From an optimization exercise on the open Yosys and OpenROAD flow, aimed at small area, a short achievable clock period and few clock cycles per item; shortcuts taken in it are not production practice. At most, simulation tests tie the RTL to the original design; equivalence was not proved. Function not checked in runs 2 to 5: the RTL went through the layout flow alone.

## flow/design.v (module list and top-level ports; edited modules follow where they fit)
// module pfx_add: 28 lines
// module pfx_gt: 18 lines
// module lzc27: 32 lines
// module fp_norm_round: 31 lines
// module lzc27s: 9 lines
// module fp_sum_round: 22 lines
// module cpa48_hi: 14 lines
// module fp_mul_round: 37 lines
// module mul24_tree: 1587 lines
// module booth24_enc: 17 lines
// module fa: 4 lines
// module shr27s: 9 lines
// module shr27k: 10 lines
// module sub_cla: 30 lines
// module fp_padd_front: 39 lines
// module fp_pair_front: 28 lines
// module fft_butterfly: 390 lines
module fft_butterfly (
    input  wire        clk,
    input  wire        rst,
    input  wire        in_valid,
    output wire        in_ready,
    input  wire [31:0] ur,
    input  wire [31:0] ui,
    input  wire [31:0] vr,
    input  wire [31:0] vi,
    input  wire [31:0] wr,
    input  wire [31:0] wi,
    output reg         out_valid,
    output reg  [31:0] our,
    output reg  [31:0] oui,
    output reg  [31:0] ovr,
    output reg  [31:0] ovi
);
  // ...
==> flow/flow/run.sh <==
#!/bin/bash
# The standard layout, with every port buffered by a buf_4 instead of the
# flow's default port buffer (a delay cell).  The make run's full output goes
# to flow_make.log in the folder this runs in.
set -euo pipefail
export BUFFER_PORTS_ARGS="-buffer_cell sky130_fd_sc_hd__buf_4"
bash standard.sh > flow_make.log 2>&1
==> flow/standard.sh <==
#!/bin/bash
# synth_recipe.tcl (not shown) runs the flow's synth.tcl, then flattens the netlist and writes it again
# the make line also repeats each setting of config.mk as NAME=value (left out here)
make -C /OpenROAD-flow-scripts/flow DESIGN_CONFIG=/design/flow/config.mk WORK_HOME=/design/flow/orfs CLKGATE_MAP_FILE= SYNTH_SCRIPT=/design/flow/synth_recipe.tcl "${@:-finish}"
==> flow/config.mk <==
export PLATFORM = sky130hd
export DESIGN_NAME = fft_butterfly
export DESIGN_NICKNAME = fft_butterfly
export VERILOG_FILES = /design/flow/design.v
export SDC_FILE = /design/flow/constraint.sdc
export NUM_CORES = 8
export LEC_CHECK = 0
export CAP_MARGIN = 20
export CORE_MARGIN = 2
export CORE_UTILIZATION = 40
export SETUP_SLACK_MARGIN = 0.5
export SLEW_MARGIN = 20
==> flow/constraint.sdc <==
create_clock -name core_clock -period 20.0 [get_ports {clk}]
set_input_delay 4.0000 -clock core_clock [delete_from_list [all_inputs] [get_ports {clk}]]
set_output_delay 4.0000 -clock core_clock [all_outputs]
set_load 0.01 [all_outputs]
==> flow_summary.toml, run 1 <==
[floorplan]
row_count = 236
ios = 325
die_x_um = 648

[route]
vias = 142000
wl_met1_um = 233000
wl_per_cell_um = 24.2

[global_routing]
grt_pass1_wl_um = 873000
grtUsageTotal_pct = 26.8
grtUsageMet1_pct = 33.8
grt-busiest-layer = "met2"

[worst_setup_path]
cp.buffers_inverters = 2
cp-startpoint = "wi[20]"
r2r_cells = 12

[placed_design]
place_area_um2 = 173000
dp_slack_ps = 13020
dp.cells = 23700

[synth]
ys_seq_area_share_pct = 26.2
synth_mux_area_share_pct = 5.52
ys_ff_latch = 1961
yosys.area.top_type = "dfxtp_1"
synth_top_area_share_pct = 18.6
async_flop_share_pct = 0

[run_status]
outcome = "timing/DRC/antenna clean"

[timing]
setup_viol = 0
worstMarginPinSlew_ps = 1210
period_share_pct = 30.1
drv_slew = 0

[cells_and_area]
multi_input_area_um2 = 111000
drive_gt1_share_pct = 8.71
fillers = 40700
non_clock_buffer_count = 674
n_all_inverters = 1590
fin_util_pct = 43.7
buffer_area_share_pct = 2.80
Testbench counts, summed over its fixed seeds: cycles 32,080, items 32,000.
==> module cpa48_hi, before the edit <==
module cpa48_hi (
    input  wire [35:0] a,
    input  wire [35:0] b,
    input  wire        c12,
    output wire [25:0] n
);
    wire c22;
    pfx_gt #(.W(11), .L(4)) u_lo (.a({a[9:0], c12}), .b({~b[9:0], 1'b0}), .gt(c22));
    wire [25:0] s0, s1;
    wire c0, c1;
    pfx_add #(.W(26), .L(5)) u_h0 (.a(a[35:10]), .b(b[35:10]), .ci(1'b0), .s(s0), .co(c0));
    pfx_add #(.W(26), .L(5)) u_h1 (.a(a[35:10]), .b(b[35:10]), .ci(1'b1), .s(s1), .co(c1));
    assign n = c22 ? s1 : s0;
endmodule
==> module shr27s, before the edit <==
module shr27s (
    input  wire [26:0] x,
    input  wire [4:0]  sh,
    output wire [26:0] y
);
    wire [26:0] xs = x >> sh;
    wire        st = |(x & ~({27{1'b1}} << sh));
    assign y = {xs[26:1], xs[0] | st};
endmodule
==> module fp_pair_front, before the edit <==
module fp_pair_front (
    input  wire [31:0] u,
    input  wire [31:0] t,
    output wire [26:0] mx,
    output wire [26:0] mz_al,
    output wire [7:0]  fr,
    output wire        x_is_u
);
    wire gt;                             
    pfx_gt #(.W(31), .L(5)) u_cmp (.a(t[30:0]), .b(u[30:0]), .gt(gt));
    wire       u_nz = u[30:23] != 8'h00;
    wire       t_nz = t[30:23] != 8'h00;
    wire [7:0] eu = {u[30:24], u[23] | ~u_nz};
    wire [7:0] et = {t[30:24], t[23] | ~t_nz};
    wire [7:0] dut, dtu;
    wire       ge, get;                  
    sub_cla #(.W(8)) u_dut (.a(eu), .b(et), .d(dut), .ge(ge));
    sub_cla #(.W(8)) u_dtu (.a(et), .b(eu), .d(dtu), .ge(get));
    wire [26:0] mu_al, mt_al;
    shr27k u_su (.x({u_nz, u[22:0], 3'b000}), .sh(dtu[4:0] & {5{~ge}}),
                 .kill(~ge & (dtu[7:5] != 3'd0)), .y(mu_al));
    shr27k u_st (.x({t_nz, t[22:0], 3'b000}), .sh(dut[4:0] & {5{ge}}),
                 .kill(ge & (dut[7:5] != 3'd0)), .y(mt_al));
    assign mx     = gt ? mt_al : mu_al;
    assign mz_al  = gt ? mu_al : mt_al;
    assign fr     = ge ? eu : et;
    assign x_is_u = ~gt;
endmodule
==> module fft_butterfly, before the edit <==
module fft_butterfly (
    input  wire        clk,
    input  wire        rst,
    input  wire        in_valid,
    output wire        in_ready,
    input  wire [31:0] ur,
    input  wire [31:0] ui,
    input  wire [31:0] vr,
    input  wire [31:0] vi,
    input  wire [31:0] wr,
    input  wire [31:0] wi,
    output reg         out_valid,
    output reg  [31:0] our,
    output reg  [31:0] oui,
    output reg  [31:0] ovr,
    output reg  [31:0] ovi
);
    localparam [31:0] QNAN = 32'h7FC00000;
    integer k;
    genvar gi;
    reg         rdy;
    reg         s0_valid;
    reg  [31:0] s0_ur, s0_ui;
    reg  [3:0]  s0_s;
    reg  [35:0] s0_e;
    reg  [95:0] s0_m;
    wire        front_idle;              
    assign in_ready = rdy;
    wire [127:0] op_in = {vi, vr, wi, wr};
    wire [3:0]   small_in, op_ez, op_shift;
    generate for (gi = 0; gi < 4; gi = gi + 1) begin : g_op
        wire [31:0] x = op_in[32*gi +: 32];
        wire [23:0] m = s0_m[24*gi +: 24];
        assign op_ez[gi]    = x[30:23] == 8'h00;
        assign small_in[gi] = ~x[30] & ~x[29] & (x[28:0] != 29'd0);
        assign op_shift[gi] = ~m[23] & (m[22:0] != 23'd0);
    end endgenerate
    wire s0_ok = ~(|op_shift);
    always @(posedge clk) begin
        for (k = 0; k < 4; k = k + 1) begin
            if (rdy) begin
                s0_s[k]          <= op_in[32*k+31];
                s0_e[9*k +: 9]   <= {1'b0, op_in[32*k+24 +: 7], op_in[32*k+23] | op_ez[k]};
                s0_m[24*k +: 24] <= {~op_ez[k], op_in[32*k +: 23]};
            end else if (op_shift[k]) begin
                s0_e[9*k +: 9]   <= s0_e[9*k +: 9] - 9'd1;
                s0_m[24*k +: 24] <= {s0_m[24*k +: 23], 1'b0};
            end
        end
        if (rst) begin
            rdy      <= 1'b1;
            s0_valid <= 1'b0;
        end else if (rdy) begin
            rdy      <= ~(|small_in);
            s0_valid <= in_valid;
        end else begin
            rdy      <= front_idle;
            s0_valid <= s0_valid & ~s0_ok;
        end
        if (rdy) begin
            s0_ur   <= ur;
            s0_ui   <= ui;
        end
    end
    wire [3:0]  op_z, op_i, op_n;
    wire [95:0] op_tz;
    generate for (gi = 0; gi < 4; gi = gi + 1) begin : g_cls
        wire [23:0] m = s0_m[24*gi +: 24];
        wire is255 = s0_e[9*gi +: 9] == 9'd255;
        assign op_z[gi] = ~m[23];
        assign op_i[gi] = is255 & (m[22:0] == 23'd0);
        assign op_n[gi] = is255 & (m[22:0] != 23'd0);
        wire [23:0] z;
        assign z[0] = 1'b1;
        genvar j;
        for (j = 1; j < 24; j = j + 1) begin : g_z
            assign z[j] = ~(|m[j-1:0]);
        end
        assign op_tz[24*gi +: 24] = z;
    end endgenerate
    wire [12:0] one_r, two_r, neg_r, one_i, two_i, neg_i;
    booth24_enc u_enc_r (.y(s0_m[23:0]),  .one(one_r), .two(two_r), .neg(neg_r));
    booth24_enc u_enc_i (.y(s0_m[47:24]), .one(one_i), .two(two_i), .neg(neg_i));
    wire [191:0] a_ra, a_rb;
    wire [3:0]   a_c12;
    wire [39:0]  a_eab;
    wire [3:0]   a_st22, a_s, a_n, a_i;
    generate for (gi = 0; gi < 4; gi = gi + 1) begin : g_pa
        localparam integer WI = (gi == 0 || gi == 2) ? 0 : 1;
        localparam integer VI = (gi == 0 || gi == 3) ? 2 : 3;
        wire [8:0] ew = s0_e[9*WI +: 9];
        wire [8:0] ev = s0_e[9*VI +: 9];
        mul24_tree u_tree (
            .x(s0_m[24*VI +: 24]),
            .one(WI == 0 ? one_r : one_i),
            .two(WI == 0 ? two_r : two_i),
            .neg(WI == 0 ? neg_r : neg_i),
            .ra(a_ra[48*gi +: 48]), .rb(a_rb[48*gi +: 48]));
        pfx_gt #(.W(12), .L(4)) u_c12 (.a(a_ra[48*gi +: 12]), .b(~a_rb[48*gi +: 12]), .gt(a_c12[gi]));
        wire [9:0] eab = {ew[8], ew} + {ev[8], ev} - 10'd127;
        wire [23:0] zw = op_tz[24*WI +: 24];
        wire [23:0] zv = op_tz[24*VI +: 24];
        wire [22:0] zz;
        genvar j2;
        for (j2 = 0; j2 <= 22; j2 = j2 + 1) begin : g_zz
            assign zz[j2] = zw[j2] & zv[22-j2];
        end
        wire nan  = op_n[WI] | op_n[VI] | (op_i[WI] & op_z[VI]) | (op_z[WI] & op_i[VI]);
        wire inf  = (op_i[WI] | op_i[VI]) & ~nan;
        assign a_eab[10*gi +: 10] = eab;
        assign a_st22[gi] = ~(|zz);
        assign a_s[gi]    = s0_s[WI] ^ s0_s[VI];
        assign a_n[gi]    = nan;
        assign a_i[gi]    = inf;
    end endgenerate
    reg          s1_valid;
    reg  [143:0] s1_ra, s1_rb;
    reg  [3:0]   s1_c12;
    reg  [39:0]  s1_eab;
    reg  [3:0]   s1_st22, s1_s, s1_n, s1_i;
    reg  [31:0]  s1_ur, s1_ui;
    always @(posedge clk) begin
        s1_valid <= ~rst & s0_valid & s0_ok;
        s1_c12   <= a_c12;
        for (k = 0; k < 4; k = k + 1) begin
            s1_ra[36*k +: 36] <= a_ra[48*k+12 +: 36];
            s1_rb[36*k +: 36] <= a_rb[48*k+12 +: 36];
        end
        s1_eab   <= a_eab;
        s1_st22  <= a_st22;
        s1_s     <= a_s;
        s1_n     <= a_n;
        s1_i     <= a_i;
        s1_ur    <= s0_ur;
        s1_ui    <= s0_ui;
    end
    wire [103:0] p_n;
    generate for (gi = 0; gi < 4; gi = gi + 1) begin : g_pp
        cpa48_hi u_cpa (.a(s1_ra[36*gi +: 36]), .b(s1_rb[36*gi +: 36]), .c12(s1_c12[gi]),
                        .n(p_n[26*gi +: 26]));
    end endgenerate
    reg          sp_valid;
    reg  [103:0] sp_n;
    reg  [39:0]  sp_eab;
    reg  [3:0]   sp_st, sp_s, sp_n_, sp_i;
    reg  [31:0]  sp_ur, sp_ui;
    wire [3:0]   sp_need;
    generate for (gi = 0; gi < 4; gi = gi + 1) begin : g_sn
        wire [9:0] e = sp_eab[10*gi +: 10];
        assign sp_need[gi] = ~sp_i[gi] & ~sp_n_[gi] & (sp_n[26*gi +: 26] != 26'd0) &
                             (e[9] | (e == 10'd0));
    end endgenerate
    wire sp_hold = sp_valid & (|sp_need);
    assign front_idle = ~s0_valid & ~s1_valid & ~sp_hold;
    always @(posedge clk) begin
        sp_valid <= ~rst & (s1_valid | sp_hold);
        if (sp_hold) begin
            for (k = 0; k < 4; k = k + 1)
                if (sp_need[k]) begin
                    sp_n[26*k +: 26]  <= {1'b0, sp_n[26*k+1 +: 25]};
                    sp_st[k]          <= sp_st[k] | sp_n[26*k];
                    sp_eab[10*k +: 10] <= sp_eab[10*k +: 10] + 10'd1;
                end
        end else begin
            sp_n    <= p_n;
            sp_eab  <= s1_eab;
            sp_st   <= s1_st22;
            sp_s    <= s1_s;
            sp_n_   <= s1_n;
            sp_i    <= s1_i;
            sp_ur   <= s1_ur;
            sp_ui   <= s1_ui;
        end
    end
    wire [35:0] b_e;
    wire [91:0] b_f;
    wire [3:0]  b_h, b_i;
    generate for (gi = 0; gi < 4; gi = gi + 1) begin : g_pb
        wire ovf;
        fp_mul_round u_rnd (
            .n(sp_n[26*gi +: 26]), .eab(sp_eab[10*gi +: 10]), .st(sp_st[gi]),
            .e9(b_e[9*gi +: 9]), .h(b_h[gi]), .f(b_f[23*gi +: 23]), .ovf(ovf));
        assign b_i[gi] = sp_i[gi] | (~sp_n_[gi] & ovf);
    end endgenerate
    reg         s2_valid;
    reg  [3:0]  s2_s, s2_h, s2_i, s2_n;
    reg  [35:0] s2_e;
    reg  [91:0] s2_f;
    reg  [31:0] s2_ur, s2_ui;
    always @(posedge clk) begin
        s2_valid <= ~rst & sp_valid & ~(|sp_need);
        s2_s     <= sp_s;
        s2_e     <= b_e;
        s2_h     <= b_h;
        s2_f     <= b_f;
        s2_n     <= sp_n_;
        s2_i     <= b_i;
        s2_ur    <= sp_ur;
        s2_ui    <= sp_ui;
    end
    wire [53:0] c_mx, c_mz;
    wire [15:0] c_fr;
    wire [1:0]  c_es, c_sign, c_zsign, c_nan, c_inf, c_infs;
    generate for (gi = 0; gi < 2; gi = gi + 1) begin : g_pc
        localparam integer A = (gi == 0) ? 0 : 2;
        localparam integer B = (gi == 0) ? 1 : 3;
        fp_padd_front u_add (
            .a_s(s2_s[A]), .a_e(s2_e[9*A +: 9]), .a_h(s2_h[A]), .a_f(s2_f[23*A +: 23]),
            .a_i(s2_i[A]), .a_n(s2_n[A]),
            .b_s(s2_s[B]), .b_e(s2_e[9*B +: 9]), .b_h(s2_h[B]), .b_f(s2_f[23*B +: 23]),
            .b_i(s2_i[B]), .b_n(s2_n[B]),
            .sub(gi == 0 ? 1'b1 : 1'b0),
            .mx_al(c_mx[27*gi +: 27]), .mz_al(c_mz[27*gi +: 27]), .eff_sub(c_es[gi]),
            .fr(c_fr[8*gi +: 8]), .sign(c_sign[gi]),
            .zsign(c_zsign[gi]), .nan(c_nan[gi]), .inf(c_inf[gi]), .inf_s(c_infs[gi]));
    end endgenerate
    reg         s3_valid;
    reg  [53:0] s3_mx, s3_mz;
    reg  [15:0] s3_fr;
    reg  [1:0]  s3_es, s3_sign, s3_zsign, s3_nan, s3_inf, s3_infs;
    reg  [31:0] s3_ur, s3_ui;
    always @(posedge clk) begin
        s3_valid <= ~rst & s2_valid;
        s3_mx    <= c_mx;
        s3_mz    <= c_mz;
        s3_es    <= c_es;
        s3_fr    <= c_fr;
        s3_sign  <= c_sign;
        s3_zsign <= c_zsign;
        s3_nan   <= c_nan;
        s3_inf   <= c_inf;
        s3_infs  <= c_infs;
        s3_ur    <= s2_ur;
        s3_ui    <= s2_ui;
    end
    wire [55:0] c2_sum;
    wire [9:0]  c2_lz;
    wire [1:0]  c2_zero;
    generate for (gi = 0; gi < 2; gi = gi + 1) begin : g_pc2
        wire [26:0] b = s3_mz[27*gi +: 27] ^ {27{s3_es[gi]}};
        wire        co;
        wire [26:0] sm;
        pfx_add #(.W(27), .L(5)) u_add (.a(s3_mx[27*gi +: 27]), .b(b), .ci(s3_es[gi]), .s(sm), .co(co));
        assign c2_sum[28*gi +: 28] = {co & ~s3_es[gi], sm};
        assign c2_zero[gi] = ~(co & ~s3_es[gi]) & (sm == 27'd0);
        lzc27s u_lzc (.x(sm), .f(s3_fr[8*gi +: 8]), .sh(c2_lz[5*gi +: 5]));
    end endgenerate
    reg         s4_valid;
    reg  [55:0] s4_sum;
    reg  [9:0]  s4_lz;
    reg  [1:0]  s4_zero;
    reg  [15:0] s4_fr;
    reg  [1:0]  s4_sign, s4_zsign, s4_nan, s4_inf, s4_infs;
    reg  [31:0] s4_ur, s4_ui;
    always @(posedge clk) begin
        s4_valid <= ~rst & s3_valid;
        s4_sum   <= c2_sum;
        s4_lz    <= c2_lz;
        s4_zero  <= c2_zero;
        s4_fr    <= s3_fr;
        s4_sign  <= s3_sign;
        s4_zsign <= s3_zsign;
        s4_nan   <= s3_nan;
        s4_inf   <= s3_inf;
        s4_infs  <= s3_infs;
        s4_ur    <= s3_ur;
        s4_ui    <= s3_ui;
    end
    wire [63:0] d_t;
    generate for (gi = 0; gi < 2; gi = gi + 1) begin : g_pd
        wire [31:0] y;
        fp_norm_round u_rnd (.s(s4_sum[28*gi +: 28]), .sh(s4_lz[5*gi +: 5]), .zero(s4_zero[gi]),
                             .f(s4_fr[8*gi +: 8]),
                             .sign(s4_sign[gi]), .zsign(s4_zsign[gi]), .y(y));
        assign d_t[32*gi +: 32] = s4_nan[gi] ? QNAN :
                                  s4_inf[gi] ? {s4_infs[gi], 8'hFF, 23'd0} : y;
    end endgenerate
    reg         s5_valid;
    reg  [63:0] s5_t;
    reg  [31:0] s5_ur, s5_ui;
    always @(posedge clk) begin
        s5_valid <= ~rst & s4_valid;
        s5_t     <= d_t;
        s5_ur    <= s4_ur;
        s5_ui    <= s4_ui;
    end
    wire [53:0] e_mx, e_mz;
    wire [15:0] e_fr;
    wire [1:0]  e_xu, e_su, e_st, e_an, e_ai, e_ais, e_dn, e_di, e_dis;
    generate for (gi = 0; gi < 2; gi = gi + 1) begin : g_pe
        wire [31:0] u = (gi == 0) ? s5_ur : s5_ui;
        wire [31:0] t = s5_t[32*gi +: 32];
        fp_pair_front u_front (.u(u), .t(t), .mx(e_mx[27*gi +: 27]), .mz_al(e_mz[27*gi +: 27]),
                               .fr(e_fr[8*gi +: 8]), .x_is_u(e_xu[gi]));
        wire u255 = u[30:23] == 8'hFF;
        wire t255 = t[30:23] == 8'hFF;
        wire nu = u255 & (u[22:0] != 23'd0);
        wire nt = t255 & (t[22:0] != 23'd0);
        wire iu = u255 & (u[22:0] == 23'd0);
        wire it = t255 & (t[22:0] == 23'd0);
        assign e_su[gi]  = u[31];
        assign e_st[gi]  = t[31];
        assign e_an[gi]  = nu | nt | (iu & it & (u[31] != t[31]));
        assign e_ai[gi]  = iu | it;
        assign e_ais[gi] = iu ? u[31] : t[31];
        assign e_dn[gi]  = nu | nt | (iu & it & (u[31] == t[31]));
        assign e_di[gi]  = iu | it;
        assign e_dis[gi] = iu ? u[31] : ~t[31];
    end endgenerate
    reg         s6_valid;
    reg  [53:0] s6_mx, s6_mz;
    reg  [15:0] s6_fr;
    reg  [1:0]  s6_xu, s6_su, s6_st, s6_an, s6_ai, s6_ais, s6_dn, s6_di, s6_dis;
    always @(posedge clk) begin
        s6_valid <= ~rst & s5_valid;
        s6_mx    <= e_mx;
        s6_mz    <= e_mz;
        s6_fr    <= e_fr;
        s6_xu    <= e_xu;
        s6_su    <= e_su;
        s6_st    <= e_st;
        s6_an    <= e_an;
        s6_ai    <= e_ai;
        s6_ais   <= e_ais;
        s6_dn    <= e_dn;
        s6_di    <= e_di;
        s6_dis   <= e_dis;
    end
    wire [55:0] e2_sum;
    wire [53:0] e2_dif;
    wire [9:0]  e2_lz;
    wire [1:0]  e2_zero;
    generate for (gi = 0; gi < 2; gi = gi + 1) begin : g_pe2
        wire [26:0] mx = s6_mx[27*gi +: 27];
        wire [26:0] mz = s6_mz[27*gi +: 27];
        wire [26:0] sm, df;
        wire        cs, cd;
        pfx_add #(.W(27), .L(5)) u_sum (.a(mx), .b(mz),  .ci(1'b0), .s(sm), .co(cs));
        pfx_add #(.W(27), .L(5)) u_dif (.a(mx), .b(~mz), .ci(1'b1), .s(df), .co(cd));
        assign e2_sum[28*gi +: 28] = {cs, sm};
        assign e2_dif[27*gi +: 27] = df;
        assign e2_zero[gi] = df == 27'd0;
        lzc27s u_lzc (.x(df), .f(s6_fr[8*gi +: 8]), .sh(e2_lz[5*gi +: 5]));
    end endgenerate
    reg         s7_valid;
    reg  [55:0] s7_sum;
    reg  [53:0] s7_dif;
    reg  [9:0]  s7_lz;
    reg  [1:0]  s7_zero;
    reg  [15:0] s7_fr;
    reg  [1:0]  s7_xu, s7_su, s7_st, s7_an, s7_ai, s7_ais, s7_dn, s7_di, s7_dis;
    always @(posedge clk) begin
        s7_valid <= ~rst & s6_valid;
        s7_sum   <= e2_sum;
        s7_dif   <= e2_dif;
        s7_lz    <= e2_lz;
        s7_zero  <= e2_zero;
        s7_fr    <= s6_fr;
        s7_xu    <= s6_xu;
        s7_su    <= s6_su;
        s7_st    <= s6_st;
        s7_an    <= s6_an;
        s7_ai    <= s6_ai;
        s7_ais   <= s6_ais;
        s7_dn    <= s6_dn;
        s7_di    <= s6_di;
        s7_dis   <= s6_dis;
    end
    wire [63:0] f_add, f_sub;
    generate for (gi = 0; gi < 2; gi = gi + 1) begin : g_pf
        wire [31:0] ys, yd;
        wire        su = s7_su[gi];
        fp_sum_round  u_ps (.s(s7_sum[28*gi +: 28]), .f(s7_fr[8*gi +: 8]), .sign(su), .y(ys));
        fp_norm_round u_pd (.s({1'b0, s7_dif[27*gi +: 27]}), .sh(s7_lz[5*gi +: 5]), .zero(s7_zero[gi]),
                            .f(s7_fr[8*gi +: 8]),
                            .sign(s7_xu[gi] ? su : ~su), .zsign(1'b0), .y(yd));
        wire eq = su == s7_st[gi];
        wire [31:0] ya = eq ? ys : yd;      
        wire [31:0] yb = eq ? yd : ys;      
        assign f_add[32*gi +: 32] = s7_an[gi] ? QNAN : s7_ai[gi] ? {s7_ais[gi], 8'hFF, 23'd0} : ya;
        assign f_sub[32*gi +: 32] = s7_dn[gi] ? QNAN : s7_di[gi] ? {s7_dis[gi], 8'hFF, 23'd0} : yb;
    end endgenerate
    always @(posedge clk) begin
        out_valid <= ~rst & s7_valid;
        our <= f_add[31:0];
        oui <= f_add[63:32];
        ovr <= f_sub[31:0];
        ovi <= f_sub[63:32];
    end
endmodule
==> run 2: changes to the inputs <==
--- a/flow/design.v
+++ b/flow/design.v
@@ -146,10 +146,31 @@
 );
     wire c22;
     pfx_gt #(.W(11), .L(4)) u_lo (.a({a[9:0], c12}), .b({~b[9:0], 1'b0}), .gt(c22));
-    wire [25:0] s0, s1;
-    wire c0, c1;
-    pfx_add #(.W(26), .L(5)) u_h0 (.a(a[35:10]), .b(b[35:10]), .ci(1'b0), .s(s0), .co(c0));
-    pfx_add #(.W(26), .L(5)) u_h1 (.a(a[35:10]), .b(b[35:10]), .ci(1'b1), .s(s1), .co(c1));
+    localparam W = 26;
+    localparam L = 5;
+    wire [W-1:0] ah = a[35:10];
+    wire [W-1:0] bh = b[35:10];
+    wire [W-1:0] p0 = ah ^ bh;
+    wire [W*(L+1)-1:0] g, p;
+    assign g[W-1:0] = ah & bh;
+    assign p[W-1:0] = p0;
+    genvar l, i;
+    generate for (l = 0; l < L; l = l + 1) begin : lv
+        for (i = 0; i < W; i = i + 1) begin : bt
+            if (((i >> l) & 1) == 1) begin : comb
+                localparam integer J = ((i >> l) << l) - 1;
+                assign g[W*(l+1)+i] = g[W*l+i] | (p[W*l+i] & g[W*l+J]);
+                assign p[W*(l+1)+i] = p[W*l+i] & p[W*l+J];
+            end else begin : pass
+                assign g[W*(l+1)+i] = g[W*l+i];
+                assign p[W*(l+1)+i] = p[W*l+i];
+            end
+        end
+    end endgenerate
+    wire [W-1:0] gg = g[W*L +: W];
+    wire [W-1:0] pp = p[W*L +: W];
+    wire [W-1:0] s0 = p0 ^ {gg[W-2:0], 1'b0};
+    wire [W-1:0] s1 = p0 ^ {gg[W-2:0] | pp[W-2:0], 1'b1};
     assign n = c22 ? s1 : s0;
 endmodule
 module fp_mul_round (
@@ -1803,7 +1824,14 @@
     output wire [26:0] y
 );
     wire [26:0] xs = x >> sh;
-    wire        st = |(x & ~({27{1'b1}} << sh));
+    wire [26:0] xr;
+    genvar i;
+    generate for (i = 0; i < 27; i = i + 1) begin : rv
+        assign xr[i] = x[26-i];
+    end endgenerate
+    wire [4:0] tz;
+    lzc27 u_tz (.x(xr), .lz(tz));
+    wire       st = (tz != 5'd27) & (sh > tz);
     assign y = {xs[26:1], xs[0] | st};
 endmodule
 module shr27k (
@@ -1887,7 +1915,9 @@
 endmodule
 module fp_pair_front (
     input  wire [31:0] u,
+    input  wire        u_nz,             
     input  wire [31:0] t,
+    input  wire        t_nz,
     output wire [26:0] mx,
     output wire [26:0] mz_al,
     output wire [7:0]  fr,
@@ -1895,8 +1925,6 @@
 );
     wire gt;                             
     pfx_gt #(.W(31), .L(5)) u_cmp (.a(t[30:0]), .b(u[30:0]), .gt(gt));
-    wire       u_nz = u[30:23] != 8'h00;
-    wire       t_nz = t[30:23] != 8'h00;
     wire [7:0] eu = {u[30:24], u[23] | ~u_nz};
     wire [7:0] et = {t[30:24], t[23] | ~t_nz};
     wire [7:0] dut, dtu;
@@ -1933,7 +1961,8 @@
     localparam [31:0] QNAN = 32'h7FC00000;
     integer k;
     genvar gi;
-    reg         rdy;
+    reg         rdy;                     
+    reg         slow;                    
     reg         s0_valid;
     reg  [31:0] s0_ur, s0_ui;
     reg  [3:0]  s0_s;
@@ -1953,7 +1982,7 @@
     wire s0_ok = ~(|op_shift);
     always @(posedge clk) begin
         for (k = 0; k < 4; k = k + 1) begin
-            if (rdy) begin
+            if (~slow) begin
                 s0_s[k]          <= op_in[32*k+31];
                 s0_e[9*k +: 9]   <= {1'b0, op_in[32*k+24 +: 7], op_in[32*k+23] | op_ez[k]};
                 s0_m[24*k +: 24] <= {~op_ez[k], op_in[32*k +: 23]};
@@ -1964,15 +1993,18 @@
         end
         if (rst) begin
             rdy      <= 1'b1;
+            slow     <= 1'b0;
             s0_valid <= 1'b0;
-        end else if (rdy) begin
+        end else if (~slow) begin
             rdy      <= ~(|small_in);
+            slow     <= |small_in;
             s0_valid <= in_valid;
         end else begin
             rdy      <= front_idle;
+            slow     <= ~front_idle;
             s0_valid <= s0_valid & ~s0_ok;
         end
-        if (rdy) begin
+        if (~slow) begin
             s0_ur   <= ur;
             s0_ui   <= ui;
         end
@@ -2080,12 +2112,12 @@
             sp_n    <= p_n;
             sp_eab  <= s1_eab;
             sp_st   <= s1_st22;
-            sp_s    <= s1_s;
-            sp_n_   <= s1_n;
-            sp_i    <= s1_i;
-            sp_ur   <= s1_ur;
-            sp_ui   <= s1_ui;
         end
+        sp_s    <= s1_s;
+        sp_n_   <= s1_n;
+        sp_i    <= s1_i;
+        sp_ur   <= s1_ur;
+        sp_ui   <= s1_ui;
     end
     wire [35:0] b_e;
     wire [91:0] b_f;
@@ -2193,9 +2225,12 @@
     reg         s5_valid;
     reg  [63:0] s5_t;
     reg  [31:0] s5_ur, s5_ui;
+    reg  [1:0]  s5_tnz, s5_unz;
     always @(posedge clk) begin
         s5_valid <= ~rst & s4_valid;
         s5_t     <= d_t;
+        s5_tnz   <= {d_t[62:55] != 8'h00, d_t[30:23] != 8'h00};
+        s5_unz   <= {s4_ui[30:23] != 8'h00, s4_ur[30:23] != 8'h00};
         s5_ur    <= s4_ur;
         s5_ui    <= s4_ui;
     end
@@ -2205,7 +2240,7 @@
     generate for (gi = 0; gi < 2; gi = gi + 1) begin : g_pe
         wire [31:0] u = (gi == 0) ? s5_ur : s5_ui;
         wire [31:0] t = s5_t[32*gi +: 32];
-        fp_pair_front u_front (.u(u), .t(t), .mx(e_mx[27*gi +: 27]), .mz_al(e_mz[27*gi +: 27]),
+        fp_pair_front u_front (.u(u), .u_nz(s5_unz[gi]), .t(t), .t_nz(s5_tnz[gi]), .mx(e_mx[27*gi +: 27]), .mz_al(e_mz[27*gi +: 27]),
                                .fr(e_fr[8*gi +: 8]), .x_is_u(e_xu[gi]));
         wire u255 = u[30:23] == 8'hFF;
         wire t255 = t[30:23] == 8'hFF;
==> flow_summary.toml, run 2 <==
[placed_design]
numPortBuffers = 324
dp.cells = 23600
place_congestion = 0.979
hpwl_um = 414000

[floorplan]
die-area_um2 = 416000
row_count = 235
start_util_pct = 40.1
ios = 325
coreArea_um2 = 409000
die_y_um = 645
die_x_um = 645

[cts]
cts_buffers = 227
cts_resized = 0
post-cts-setup-buffers = 0
clk_pin_slew_ps = 60
clock-sinks = 1966
tritoncts = "yes"
clkLatencyLatePin_ps = 1010
cts_root_buf = "clkbuf_16"
clockBufferDepth = 4
cts-htree-levels = 4
ctsHoldBuffers = 0

[worst_setup_path]
r2r_start = "s0_m[31]"
r2r_cells = 15
cp_data_arrival_time_ps = 6780
path_max_fanout = 30
startpoint_type = "flip-flop"
crit_required_ps = 20750
worstSetupPathType = "flip-flop to flip-flop"
critPathCaptureType = "flip-flop"
cp-startpoint = "s0_m[31]"

[cells_and_area]
nNetsFinal = 20500
reg_top3 = "s1_ra (144), s1_rb (144), sp_n (104)"
area_delta_synth_final_pct = 9.17
final_cell_mix = "dfxtp_1 (1,613), nand2_1 (1,595), inv_1 (1,572), nor2_1 (1,195), fa_1 (1,087)"
drive_gt1_share_pct = 8.28
final_common_cell = "dfxtp_1"
finalNonFillerCells = 24100

[timing]
max_freq_ghz = 0.166
drv_slew = 0
relSlewSlack_pct = 15.2
fin_crit_ps = 6030
clock_skew_ps = 125
period_share_pct = 30.2
setup_viol = 0
worstMarginPinSlew_ps = 1260
finalSetupTns_ps = 0
rsz0062_at_grt = "no"
finalHoldViolCount = 0

[route]
dr.pass1.iters = 7
drtAntennaViolNets = 0
totalWireLength_um = 583000
routed_via_density = 5.91
drcViolationCount = 0
vias = 142000
drtIter0Drc = 15400
wl_per_cell_um = 24.2

[run]
maxCapViolCount = 0

[run_status]
outcome = "timing/DRC/antenna clean"

[global_routing]
grtUsageTotal_pct = 27.1
first_global_vias = 139000
grt_max_degree = 101
grt_pass1_wl_um = 876000
grt_overflow = 0
antenna_found_initial = 18

[synth]
synth_edf_count = 344
ys_types = 107
yosys.area.top_type = "dfxtp_1"
synthCells = 19000
synth-main-ff-cell = "dfxtp_1"
synth_fp_nets = 21100
syn_area_um2 = 164000
ys_warn_count = 3
ys_ff_latch = 1966
synthTopCellsByArea = "dfxtp_1 (20%), fa_1 (13%), edfxtp_1 (6.3%), ha_1 (6.2%), xnor2_1 (5.3%)"
ys_top_cells_by_count = "dfxtp_1 (1,622), nand2_1 (1,596), inv_1 (1,573)"
synth_top_area_share_pct = 19.8
ys_seq_area_share_pct = 26.1
async_flop_share_pct = 0
avgSynthCellArea_um2 = 8.65
yosysMostFrequentCell = "dfxtp_1"

[min_path]
hp-start = "s6_xu[0]"
holdPathStages = 0
hp-class = "flip-flop to flip-flop"
==> run 2: worst paths after layout <==
check	to	slack (ps)
worst min register to register	s7_xu[0]	300
worst max register to register	s1_rb[119]	13970
worst max-delay path	s1_rb[119]	13970
worst min-delay path	s7_xu[0]	300
==> run 2: worst max-delay path, cell delays in order, from the launching register on <==
cell and delay, ps:
edfxtp_1 540, ha_2 220, nand2b_2 100, buf_4 580
clkinv_1 1040, buf_4 580, xnor2_1 200, fa_1 540
inv_1 50, fa_1 570, inv_1 70, fa_1 360
inv_1 90, fa_1 410, inv_1 90, fa_1 400
==> run 2: cell type report <==
class	count	area, um^2
inverters	1616	6070
flip-flops and latches	1966	42800
well taps	5451	6820
diodes	15	37.5
repair buffers	638	4790
clock inverters	115	1540
clock buffers	308	6530
fillers	40200	230000
multi-input cells	14000	111000
==> run 2: cell families after synthesis <==
group	after synthesis	synth area share [%]
xor gates and xnor gates	1891	10.1
adders and majority gates	1900	19.5
buffers and inverters	3050	7.02
and+or+nand+nor	4874	14.0
muxes	726	4.89
DFF	1966	26.1
AOI/OAI and AO/OA	4562	18.5
==> run 2: per-layer routing <==
metal,wire (um),track usage [%],vias up
met2,261000,43.2,6954
met5,26,0.0231,-
met3,50400,4.99,1571
met1,233000,34.5,69000
li1,-,-,64600
met4,38300,15.4,4
==> run 2: through the flow <==
stage	setup WS, ps	util [%]	cell area (um^2)	hold WS, ps
CTS	14120	43.8	179000	279
global placement	13670	41.8	171000	310
finish	13970	43.8	179000	301
global route	13880	43.8	179000	289
detailed placement	13620	41.8	171000	312
floorplan	14870	-	164000	310
==> run 3: changes to the inputs <==
--- a/flow/config.mk
+++ b/flow/config.mk
@@ -7,6 +7,6 @@
 export LEC_CHECK = 0
 export CAP_MARGIN = 20
 export CORE_MARGIN = 2
-export CORE_UTILIZATION = 40
+export CORE_UTILIZATION = 55
 export SETUP_SLACK_MARGIN = 0.5
 export SLEW_MARGIN = 20
==> flow_summary.toml, run 3 <==
[cells_and_area]
seqCellArea_um2 = 42800
nNetsFinal = 20500
final_common_cell = "dfxtp_1"
drive_gt1_share_pct = 8.12
fin_area_um2 = 177000
fillers = 26800
reg_top3 = "s1_ra (144), s1_rb (144), sp_n (104)"
area_delta_synth_final_pct = 7.79
final_cell_mix = "dfxtp_1 (1,614), nand2_1 (1,594), inv_1 (1,572), nor2_1 (1,195), fa_1 (1,087)"
multi_input_area_um2 = 111000

[cts]
cts-htree-levels = 4
clockBufferDepth = 4
clkLatencyLatePin_ps = 970
cts_resized = 0
clk_pin_slew_ps = 60
ctsHoldBuffers = 0
cts_root_buf = "clkbuf_16"
post-cts-setup-buffers = 0
tritoncts = "yes"
clock-sinks = 1966
cts_buffers = 219

[route]
vias = 141000
routed_via_density = 6.25
dr.pass1.iters = 10
wl_per_cell_um = 25.0
drcViolationCount = 0
drtIter0Drc = 15100
drtAntennaViolNets = 0
totalWireLength_um = 563000

[global_routing]
first_global_vias = 136000
grt-busiest-layer = "met2"
grt_max_degree = 91
grt_pass1_wl_um = 849000
grt_overflow = 0
antenna_found_initial = 15
met3_usage_pct = 6.65
grtUsageTotal_pct = 36.2
grtUsageMet1_pct = 47.6
use_met2_pct = 56.5

[synth]
ys_seq_area_share_pct = 26.1
ys_types = 107
synth_top_area_share_pct = 19.8
yosysMostFrequentCell = "dfxtp_1"
synth_fp_nets = 21100
avgSynthCellArea_um2 = 8.65
ys_top_cells_by_count = "dfxtp_1 (1,622), nand2_1 (1,596), inv_1 (1,573)"
ys_ff_latch = 1966
synthCells = 19000
ys_warn_count = 3
synth_edf_count = 344
synthTopCellsByArea = "dfxtp_1 (20%), fa_1 (13%), edfxtp_1 (6.3%), ha_1 (6.2%), xnor2_1 (5.3%)"
async_flop_share_pct = 0
synth-main-ff-cell = "dfxtp_1"
yosys.area.top_type = "dfxtp_1"
syn_area_um2 = 164000

[placed_design]
hpwl_um = 399000
place_area_um2 = 169000
place_congestion = 0.958
numPortBuffers = 324

[timing]
setup_viol = 0
worstMarginPinSlew_ps = 1170
drv_slew = 0
rsz0062_at_grt = "no"
clock_skew_ps = 95.4
finalSetupTns_ps = 0
fin_crit_ps = 5620
period_share_pct = 28.1
finalHoldViolCount = 0
relSlewSlack_pct = 21.5
max_freq_ghz = 0.178

[worst_setup_path]
cp_data_arrival_time_ps = 1620
path_cells = "buf_4"
worstSetupPathType = "flip-flop to output pin"
cp.buffers_inverters = 1
crit_family = "flip-flops"
startpoint_type = "flip-flop"
crit_required_ps = 16000
critPathCaptureType = "output pin"
path_max_fanout = 1
slowest_delay_ps = 520
cp_slowest_cell = "dfxtp_1"

[floorplan]
coreArea_um2 = 297000
die-area_um2 = 303000
row_count = 200
ios = 325
die_y_um = 550
die_x_um = 550
start_util_pct = 55.3

[min_path]
hp-class = "flip-flop to flip-flop"

[run]
maxCapViolCount = 0

[run_status]
outcome = "timing/DRC/antenna clean"
-- run 3: changes by cell type in the layout (fill, tap and decap cells not counted), moves of 3 or more --
cell,before,now
buf_4,638,623
clkbuf_16,240,228
diode_2,15,6
inv_8,4,1
inv_4,3,11
clkbuf_4,3,0
clkbuf_8,26,22
bufinv_16,22,28
clkinv_4,18,9
-- run 3: routing by layer --
metal	part of all wire, %	wire length, um
met5	0.041	233
met4	6.3	35200
met3	9.0	50600
met2	44	247000
met1	41	230000
-- run 3: kinds of logic after synthesis --
| kind of cell | share of synthesized area, % |
|---|---|
| AOI/OAI and AO/OA | 18.5 |
| DFF | 26.1 |
| and+or+nand+nor | 14.0 |
| adders and majority gates | 19.5 |
| buffers and inverters | 7.02 |
| xor gates and xnor gates | 10.1 |
| muxes | 4.89 |
-- run 3: per-stage QoR --
stage,hold WS (ps),setup WS [ps],util [%],instances
after floorplan,310,14870,-,19000
after detailed placement,312,14060,56.9,22100
after global placement,310,14010,56.9,22100
after global routing,312,13900,59.6,22500
final,312,14380,59.6,22500
after CTS,306,14310,59.6,22500
-- run 3: layout make-up --
| type | instances | area share (%) |
|---|---|---|
| sequential | 1966 | 24.2 |
| tap | 3939 | 2.78 |
| clock inverter | 119 | 0.926 |
| timing repair buffer | 625 | 2.67 |
| clock buffer | 289 | 3.48 |
| multi-input combinational | 14000 | 62.5 |
| inverter | 1616 | 3.43 |
| antenna | 6 | 0.00848 |
-- run 3: worst reg2reg max path, delay by kind of cell (launching register included) --
kind | cells | cell delay (ps)
DFF | 1 | 440
adders and majority gates | 1 | 180
and+or+nand+nor | 5 | 2590
AOI/OAI and AO/OA | 2 | 690
buffers and inverters | 3 | 1130
-- run 3: final timing paths --
kind	cells past startpoint	end	slack [ps]	from
max reg2reg	11	sp_n[81]	14390	sp_eab[36]
min	0	s4_ui[20]	310	s3_ui[20]
min reg2reg	0	s4_ui[20]	310	s3_ui[20]
max	1	in_ready	14380	rdy
==> module fp_padd_front, before the edit <==
module fp_padd_front (
    input  wire        a_s, input wire [8:0] a_e, input wire a_h, input wire [22:0] a_f,
    input  wire        a_i, input wire       a_n,
    input  wire        b_s, input wire [8:0] b_e, input wire b_h, input wire [22:0] b_f,
    input  wire        b_i, input wire       b_n,
    input  wire        sub,
    output wire [26:0] mx_al,
    output wire [26:0] mz_al,
    output wire        eff_sub,
    output wire [7:0]  fr,
    output wire        sign,
    output wire        zsign,
    output wire        nan,
    output wire        inf,
    output wire        inf_s
);
    wire bs = b_s ^ sub;
    wire gt;                             
    pfx_gt #(.W(33), .L(6)) u_cmp (.a({b_e, b_h, b_f}), .b({a_e, a_h, a_f}), .gt(gt));
    wire [8:0] dab, dba;
    wire       ge, geb;                  
    sub_cla #(.W(9)) u_dab (.a(a_e), .b(b_e), .d(dab), .ge(ge));
    sub_cla #(.W(9)) u_dba (.a(b_e), .b(a_e), .d(dba), .ge(geb));
    wire [26:0] ma_al, mb_al;
    shr27k u_sa (.x({a_h, a_f, 3'b000}), .sh(dba[4:0] & {5{~ge}}),
                 .kill(~ge & (dba[8:5] != 4'd0)), .y(ma_al));
    shr27k u_sb (.x({b_h, b_f, 3'b000}), .sh(dab[4:0] & {5{ge}}),
                 .kill(ge & (dab[8:5] != 4'd0)), .y(mb_al));
    assign mx_al = gt ? mb_al : ma_al;
    assign mz_al = gt ? ma_al : mb_al;
    wire [8:0] exm = (ge ? a_e : b_e) - 9'd64;
    assign fr      = exm[7:0];
    assign sign    = gt ? bs : a_s;
    assign eff_sub = a_s ^ bs;
    assign zsign   = a_s & bs;
    assign nan     = a_n | b_n | (a_i & b_i & (a_s != bs));
    assign inf     = a_i | b_i;
    assign inf_s   = a_i ? a_s : bs;
endmodule
==> run 4: changes to the inputs <==
--- a/flow/design.v
+++ b/flow/design.v
@@ -1897,11 +1897,13 @@
     wire       ge, geb;                  
     sub_cla #(.W(9)) u_dab (.a(a_e), .b(b_e), .d(dab), .ge(ge));
     sub_cla #(.W(9)) u_dba (.a(b_e), .b(a_e), .d(dba), .ge(geb));
-    wire [26:0] ma_al, mb_al;
-    shr27k u_sa (.x({a_h, a_f, 3'b000}), .sh(dba[4:0] & {5{~ge}}),
-                 .kill(~ge & (dba[8:5] != 4'd0)), .y(ma_al));
-    shr27k u_sb (.x({b_h, b_f, 3'b000}), .sh(dab[4:0] & {5{ge}}),
-                 .kill(ge & (dab[8:5] != 4'd0)), .y(mb_al));
+    wire [26:0] ma = {a_h, a_f, 3'b000};
+    wire [26:0] mb = {b_h, b_f, 3'b000};
+    wire [26:0] ma_sh, mb_sh;
+    shr27k u_sa (.x(ma), .sh(dba[4:0]), .kill(dba[8:5] != 4'd0), .y(ma_sh));
+    shr27k u_sb (.x(mb), .sh(dab[4:0]), .kill(dab[8:5] != 4'd0), .y(mb_sh));
+    wire [26:0] ma_al = ge  ? ma : ma_sh;
+    wire [26:0] mb_al = geb ? mb : mb_sh;
     assign mx_al = gt ? mb_al : ma_al;
     assign mz_al = gt ? ma_al : mb_al;
     wire [8:0] exm = (ge ? a_e : b_e) - 9'd64;
@@ -1931,11 +1933,13 @@
     wire       ge, get;                  
     sub_cla #(.W(8)) u_dut (.a(eu), .b(et), .d(dut), .ge(ge));
     sub_cla #(.W(8)) u_dtu (.a(et), .b(eu), .d(dtu), .ge(get));
-    wire [26:0] mu_al, mt_al;
-    shr27k u_su (.x({u_nz, u[22:0], 3'b000}), .sh(dtu[4:0] & {5{~ge}}),
-                 .kill(~ge & (dtu[7:5] != 3'd0)), .y(mu_al));
-    shr27k u_st (.x({t_nz, t[22:0], 3'b000}), .sh(dut[4:0] & {5{ge}}),
-                 .kill(ge & (dut[7:5] != 3'd0)), .y(mt_al));
+    wire [26:0] mu = {u_nz, u[22:0], 3'b000};
+    wire [26:0] mt = {t_nz, t[22:0], 3'b000};
+    wire [26:0] mu_sh, mt_sh;
+    shr27k u_su (.x(mu), .sh(dtu[4:0]), .kill(dtu[7:5] != 3'd0), .y(mu_sh));
+    shr27k u_st (.x(mt), .sh(dut[4:0]), .kill(dut[7:5] != 3'd0), .y(mt_sh));
+    wire [26:0] mu_al = ge  ? mu : mu_sh;
+    wire [26:0] mt_al = get ? mt : mt_sh;
     assign mx     = gt ? mt_al : mu_al;
     assign mz_al  = gt ? mu_al : mt_al;
     assign fr     = ge ? eu : et;
@@ -2031,7 +2035,7 @@
     wire [191:0] a_ra, a_rb;
     wire [3:0]   a_c12;
     wire [39:0]  a_eab;
-    wire [3:0]   a_st22, a_s, a_n, a_i;
+    wire [3:0]   a_st22, a_s, a_n, a_i, a_fz;
     generate for (gi = 0; gi < 4; gi = gi + 1) begin : g_pa
         localparam integer WI = (gi == 0 || gi == 2) ? 0 : 1;
         localparam integer VI = (gi == 0 || gi == 3) ? 2 : 3;
@@ -2057,6 +2061,8 @@
         assign a_eab[10*gi +: 10] = eab;
         assign a_st22[gi] = ~(|zz);
         assign a_s[gi]    = s0_s[WI] ^ s0_s[VI];
+        assign a_fz[gi]   = op_z[WI] | op_z[VI] | op_i[WI] | op_i[VI] | op_n[WI] | op_n[VI] |
+                            ($signed(eab) < -10'sd25);
         assign a_n[gi]    = nan;
         assign a_i[gi]    = inf;
     end endgenerate
@@ -2064,7 +2070,7 @@
     reg  [143:0] s1_ra, s1_rb;
     reg  [3:0]   s1_c12;
     reg  [39:0]  s1_eab;
-    reg  [3:0]   s1_st22, s1_s, s1_n, s1_i;
+    reg  [3:0]   s1_st22, s1_s, s1_n, s1_i, s1_fz;
     reg  [31:0]  s1_ur, s1_ui;
     always @(posedge clk) begin
         s1_valid <= ~rst & s0_valid & s0_ok;
@@ -2076,6 +2082,7 @@
         s1_eab   <= a_eab;
         s1_st22  <= a_st22;
         s1_s     <= a_s;
+        s1_fz    <= a_fz;
         s1_n     <= a_n;
         s1_i     <= a_i;
         s1_ur    <= s0_ur;
@@ -2091,16 +2098,23 @@
     reg  [39:0]  sp_eab;
     reg  [3:0]   sp_st, sp_s, sp_n_, sp_i;
     reg  [31:0]  sp_ur, sp_ui;
-    wire [3:0]   sp_need;
+    reg          sp_hold;
+    wire [3:0]   sp_need, sp_more, ld_need;
+    wire [39:0]  ld_eab;
+    wire [103:0] ld_n;
     generate for (gi = 0; gi < 4; gi = gi + 1) begin : g_sn
-        wire [9:0] e = sp_eab[10*gi +: 10];
-        assign sp_need[gi] = ~sp_i[gi] & ~sp_n_[gi] & (sp_n[26*gi +: 26] != 26'd0) &
-                             (e[9] | (e == 10'd0));
+        wire [9:0] e  = sp_eab[10*gi +: 10];
+        wire [9:0] el = s1_eab[10*gi +: 10];
+        assign sp_need[gi] = e[9] | (e == 10'd0);
+        assign sp_more[gi] = e[9];                     
+        assign ld_eab[10*gi +: 10] = s1_fz[gi] ? 10'd1 : el;
+        assign ld_need[gi] = ~s1_fz[gi] & (el[9] | (el == 10'd0));
+        assign ld_n[26*gi +: 26] = s1_fz[gi] ? 26'd0 : p_n[26*gi +: 26];
     end endgenerate
-    wire sp_hold = sp_valid & (|sp_need);
     assign front_idle = ~s0_valid & ~s1_valid & ~sp_hold;
     always @(posedge clk) begin
         sp_valid <= ~rst & (s1_valid | sp_hold);
+        sp_hold  <= ~rst & (sp_hold ? (|sp_more) : (s1_valid & (|ld_need)));
         if (sp_hold) begin
             for (k = 0; k < 4; k = k + 1)
                 if (sp_need[k]) begin
@@ -2109,8 +2123,8 @@
                     sp_eab[10*k +: 10] <= sp_eab[10*k +: 10] + 10'd1;
                 end
         end else begin
-            sp_n    <= p_n;
-            sp_eab  <= s1_eab;
+            sp_n    <= ld_n;
+            sp_eab  <= ld_eab;
             sp_st   <= s1_st22;
         end
         sp_s    <= s1_s;
@@ -2135,7 +2149,7 @@
     reg  [91:0] s2_f;
     reg  [31:0] s2_ur, s2_ui;
     always @(posedge clk) begin
-        s2_valid <= ~rst & sp_valid & ~(|sp_need);
+        s2_valid <= ~rst & sp_valid & ~sp_hold;
         s2_s     <= sp_s;
         s2_e     <= b_e;
         s2_h     <= b_h;
==> flow_summary.toml, run 4 <==
[global_routing]
grt-busiest-layer = "met2"
grtUsageMet1_pct = 46.3
grt_pass1_wl_um = 821000
grtUsageTotal_pct = 35.1
grt_overflow = 0
first_global_vias = 132000
met3_usage_pct = 6.36
antenna_found_initial = 12
use_met2_pct = 56.1
grt_max_degree = 126

[worst_setup_path]
path_cells = "ha_1, nor2b_1, inv_2, buf_4, xnor2_1, fa_1, fa_1, inv_1, fa_1, fa_1, inv_1, fa_1, inv_1"
crit_family = "adder cells"
startpoint_type = "flip-flop"
path_max_fanout = 34
cp_slowest_cell = "nor2b_1"
worst_path_most_repeated_cell = "fa_1"
slowest_delay_ps = 810
crit_required_ps = 20830
critPathCaptureType = "flip-flop"
cp.buffers_inverters = 5
worstSetupPathType = "flip-flop to flip-flop"
cp_data_arrival_time_ps = 6720

[synth]
avgSynthCellArea_um2 = 8.76
synthTopCellsByArea = "dfxtp_1 (20%), fa_1 (13%), edfxtp_1 (6.3%), ha_1 (6.2%), xnor2_1 (5.5%)"
syn_area_um2 = 163000
synth_edf_count = 344
async_flop_share_pct = 0
ys_warn_count = 3
yosys.area.top_type = "dfxtp_1"
synthCells = 18600
synth_fp_nets = 20700
yosysMostFrequentCell = "dfxtp_1"
synth-main-ff-cell = "dfxtp_1"
ys_top_cells_by_count = "dfxtp_1 (1,627), inv_1 (1,605), nand2_1 (1,474)"
ys_types = 105
ys_seq_area_share_pct = 26.3
synth_top_area_share_pct = 19.9
ys_ff_latch = 1971

[min_path]
hp-class = "flip-flop to flip-flop"

[timing]
fin_crit_ps = 5890
finalHoldViolCount = 0
period_share_pct = 29.5
finalSetupTns_ps = 0
worstMarginPinSlew_ps = 1240
rsz0062_at_grt = "no"
relSlewSlack_pct = 17.4
max_freq_ghz = 0.170
setup_viol = 0
drv_slew = 0
clock_skew_ps = 69.6

[placed_design]
hpwl_um = 386000
place_area_um2 = 168000
numPortBuffers = 324
place_congestion = 0.968

[cells_and_area]
area_delta_synth_final_pct = 7.77
fin_util_pct = 59.4
nNetsFinal = 20200
fillers = 26600
final_common_cell = "dfxtp_1"
reg_top3 = "s1_ra (144), s1_rb (144), sp_n (104)"
final_cell_mix = "dfxtp_1 (1,618), inv_1 (1,604), nand2_1 (1,474), nor2_1 (1,257), a22oi_1 (1,114)"
drive_gt1_share_pct = 8.31
fin_area_um2 = 176000

[route]
drtIter0Drc = 15200
vias = 136000
totalWireLength_um = 542000
wl_per_cell_um = 24.4
drcViolationCount = 0
drtAntennaViolNets = 0
dr.pass1.iters = 9
routed_via_density = 6.14

[cts]
ctsHoldBuffers = 0
clk_pin_slew_ps = 70
post-cts-setup-buffers = 0
cts_buffers = 214
clockBufferDepth = 4
tritoncts = "yes"
clock-sinks = 1971
cts-htree-levels = 4
cts_resized = 0
cts_root_buf = "clkbuf_16"
clkLatencyLatePin_ps = 930

[floorplan]
die-area_um2 = 301000
row_count = 200
coreArea_um2 = 296000
start_util_pct = 55.2
die_y_um = 549
die_x_um = 549
ios = 325

[run]
maxCapViolCount = 0

[run_status]
outcome = "timing/DRC/antenna clean"
run 4: per-layer routing:
layer / vias to the layer above / wire length (um)
li1: 63200 / -
met1: 65500 / 223000
met2: 6312 / 244000
met3: 1331 / 46300
met4: 10 / 28900
met5: - / 75
run 4: through the flow:
stage | worst slack [ps] | hold WS, ps | std cells
floorplan | 14570 | 310 | 18600
CTS | 14190 | 280 | 22200
finish | 14110 | 284 | 22200
detailed placement | 13350 | 312 | 21800
global placement | 13300 | 310 | 21800
global route | 13850 | 297 | 22200
run 4: kinds of logic (layout without fill, tap and decap cells):
logic type	Yosys count	in the layout	synth area share, %
simple gates	4553	4553	13.1
fa+ha+maj	1902	1902	19.6
xor+xnor	1909	1909	10.2
compound gates	4398	4398	18.0
mux	852	852	5.77
flops	1971	1971	26.3
buf+inv	3059	2676	7.07
other cells	0	12	0
run 4: area by class of cell:
cell class	instances	area [um^2]	area share [%]
inverters	1641	6160	3.50
multi-input cells	13600	110000	62.3
diodes	12	30.0	0.0171
flip-flops and latches	1971	42900	24.4
clock buffers	272	5910	3.36
clock inverters	129	1500	0.855
well taps	3939	4930	2.80
repair buffers	634	4830	2.74
run 4: worst paths after layout:
check / from / end / slack, ps / depth (start not counted)
max: s0_m[11] / s1_rb[88] / 14110 / 13
min: s1_ur[25] / sp_ur[25] / 280 / 0
max reg2reg: s0_m[11] / s1_rb[88] / 14110 / 13
min reg2reg: s1_ur[25] / sp_ur[25] / 280 / 0
==> run 5: changes to the inputs <==
--- a/flow/config.mk
+++ b/flow/config.mk
@@ -7,6 +7,7 @@
 export LEC_CHECK = 0
 export CAP_MARGIN = 20
 export CORE_MARGIN = 2
-export CORE_UTILIZATION = 55
+export CORE_UTILIZATION = 65
+export PLACE_DENSITY = 0.72
 export SETUP_SLACK_MARGIN = 0.5
 export SLEW_MARGIN = 20
==> flow_summary.toml, run 5 <==
[cells_and_area]
final_cell_mix = "dfxtp_1 (1,619), inv_1 (1,604), nand2_1 (1,474), nor2_1 (1,256), a22oi_1 (1,114)"
drive_gt1_share_pct = 8.31
fillers = 20100
final_common_cell = "dfxtp_1"
reg_top3 = "s1_ra (144), s1_rb (144), sp_n (104)"
area_delta_synth_final_pct = 7.32
nNetsFinal = 20200

[worst_setup_path]
startpoint_type = "input port"
slowest_delay_ps = 760
path_cells = "buf_4, nor4_1, nand2_1, nor3_1, nor3_1, or4_1, o21ai_0, inv_1"
cp_slowest_cell = "nor3_1"
path_max_fanout = 2
worstSetupPathType = "input port to flip-flop"
worst_path_most_repeated_cell = "nor3_1"
crit_required_ps = 20720
critPathCaptureType = "flip-flop"
cp_data_arrival_time_ps = 6460

[synth]
ys_top_cells_by_count = "dfxtp_1 (1,627), inv_1 (1,605), nand2_1 (1,474)"
synth_fp_nets = 20700
syn_area_um2 = 163000
synthTopCellsByArea = "dfxtp_1 (20%), fa_1 (13%), edfxtp_1 (6.3%), ha_1 (6.2%), xnor2_1 (5.5%)"
synthCells = 18600
yosysMostFrequentCell = "dfxtp_1"
ys_warn_count = 3
ys_seq_area_share_pct = 26.3
avgSynthCellArea_um2 = 8.76
async_flop_share_pct = 0
synth_top_area_share_pct = 19.9
synth_edf_count = 344
ys_ff_latch = 1971
ys_types = 105
yosys.area.top_type = "dfxtp_1"
synth-main-ff-cell = "dfxtp_1"

[timing]
setup_ws_ps = 14260
rsz0062_at_grt = "no"
relSlewSlack_pct = 19.1
finalHoldViolCount = 0
worstMarginPinSlew_ps = 1210
fin_crit_ps = 5740
clock_skew_ps = 105
finalSetupTns_ps = 0
drv_slew = 0
setup_viol = 0
max_freq_ghz = 0.174
period_share_pct = 28.7

[placed_design]
dp_slack_ps = 13410
place_congestion = 0.995
numPortBuffers = 324
hpwl_um = 367000

[cts]
cts_buffers = 205
clkLatencyLatePin_ps = 900
clk_pin_slew_ps = 60
tritoncts = "yes"
clock-sinks = 1971
ctsHoldBuffers = 0
cts_resized = 0
cts_root_buf = "clkbuf_16"
post-cts-setup-buffers = 0
cts-htree-levels = 4
clockBufferDepth = 3

[route]
met3_length_um = 55000
route.top_layer_used = "met5"
wl_per_cell_um = 24.0
wl_met1_um = 199000
drtAntennaViolNets = 0
dr.pass1.iters = 10
drcViolationCount = 0
drtIter0Drc = 16200
met2_length_um = 230000
routed_via_density = 6.46
totalWireLength_um = 518000
vias = 139000

[min_path]
hp-class = "flip-flop to flip-flop"

[global_routing]
grtUsageTotal_pct = 39.4
grt_max_degree = 80
first_global_vias = 134000
grt_overflow = 0
antenna_found_initial = 15
grt_pass1_wl_um = 794000

[floorplan]
row_count = 183
start_util_pct = 65.5
coreArea_um2 = 249000
ios = 325
die-area_um2 = 255000
die_y_um = 505
die_x_um = 505

[run_status]
outcome = "timing/DRC/antenna clean"

[run]
maxCapViolCount = 0
run 5: changes by cell type in the layout (fill, tap and decap cells not counted), moves of 3 or more:
| cell | before | now |
|---|---|---|
| bufinv_16 | 21 | 27 |
| buf_4 | 629 | 635 |
| clkbuf_8 | 15 | 23 |
| clkinv_1 | 34 | 21 |
| clkbuf_16 | 223 | 217 |
| ha_1 | 798 | 801 |
| clkinv_16 | 5 | 10 |
| inv_6 | 20 | 11 |
| clkinvlp_4 | 14 | 11 |
run 5: cells by family (layout without fill, tap and decap cells):
kind of cell | count (synthesis) | count (layout) | synth area share [%]
and+or+nand+nor | 4553 | 4553 | 13.1
AOI/OAI and AO/OA | 4398 | 4398 | 18.0
buffers and inverters | 3059 | 2665 | 7.07
DFF | 1971 | 1971 | 26.3
xor gates and xnor gates | 1909 | 1909 | 10.2
adders and majority gates | 1902 | 1902 | 19.6
muxes | 852 | 852 | 5.77
other | 0 | 12 | 0
run 5: metal layers:
layer | vias to the layer above | global-route usage [%]
met5 | - | 0
met4 | 6 | 22.2
met3 | 1913 | 8.94
met2 | 8147 | 61.6
met1 | 66200 | 50.4
li1 | 63200 | -
run 5: area by class of cell:
| class | count | area [um^2] | area share, % |
|---|---|---|---|
| Antenna cell | 12 | 30.0 | 0.0171 |
| Clock buffer | 275 | 5880 | 3.36 |
| Clock inverter | 113 | 1640 | 0.938 |
| Inverter | 1641 | 6160 | 3.52 |
| Multi-Input combinational cell | 13600 | 110000 | 62.6 |
| Sequential cell | 1971 | 42900 | 24.5 |
| Tap cell | 3330 | 4170 | 2.38 |
| Timing Repair Buffer | 636 | 4790 | 2.74 |
run 5: worst paths after layout:
path / from / endpoint / slack (ps) / cells after the start
worst min register to register: s1_n[1] / sp_n_[1] / 270 / 0
worst max register to register: s0_m[1] / s1_rb[87] / 14390 / 14
worst min-delay path: s1_n[1] / sp_n_[1] / 270 / 0
worst max-delay path: wr[18] / slow / 14260 / 8
run 5: stage by stage:
step                std cells  instance area, um^2  hold WS (ps)  util (%)
global placement        21200               168000           310      67.3
finish                  21600               175000           274      70.3
CTS                     21600               175000           258      70.3
detailed placement      21200               168000           312      67.3
floorplan               18600               163000           310         -
global route            21600               175000           280      70.3
run 5: critical path: cells and delay by family:
| family | cells | cell delay (ps) |
|---|---|---|
| compound gates | 1 | 130 |
| simple gates | 5 | 2140 |
| buf+inv | 2 | 180 |

## afterwards: timing with drivers on the ports
How much do the figures lean on ideal ports? The routed layouts below were timed once more, with nothing changed but the port constraints. Step 1 (the two cells are an assumption about what drives the block):
set clk [get_ports {clk}]
set_driving_cell -lib_cell sky130_fd_sc_hd__clkbuf_16 $clk
set_driving_cell -lib_cell sky130_fd_sc_hd__buf_2 [delete_from_list [all_inputs] $clk]
Step 2, shift: input delay + t, output delay - t, t = (earliest + latest rising clock arrival at the registers) / 2. This alone moves slack from input paths to output paths. Slacks: ideal / step 1 / step 2; pairs: ideal / step 1.
run	t (ns)	setup WS [ns]	worst data-port slew with drivers (ns)
run 1	1.067	13.988 / 14.060 / 13.013	0.12
run 2	1.061	13.969 / 13.969 / 13.461	0.23
run 3	1.047	14.382 / 14.262 / 14.018	0.11
run 4	1.013	14.107 / 14.107 / 13.323	0.10
run 5	0.948	14.261 / 14.341 / 13.393	0.09
After both steps setup and hold are still met in every run listed. For run 1, which loses most, drivers alone change the setup slack by +0.072 ns; drivers and shift together by -0.975 ns.
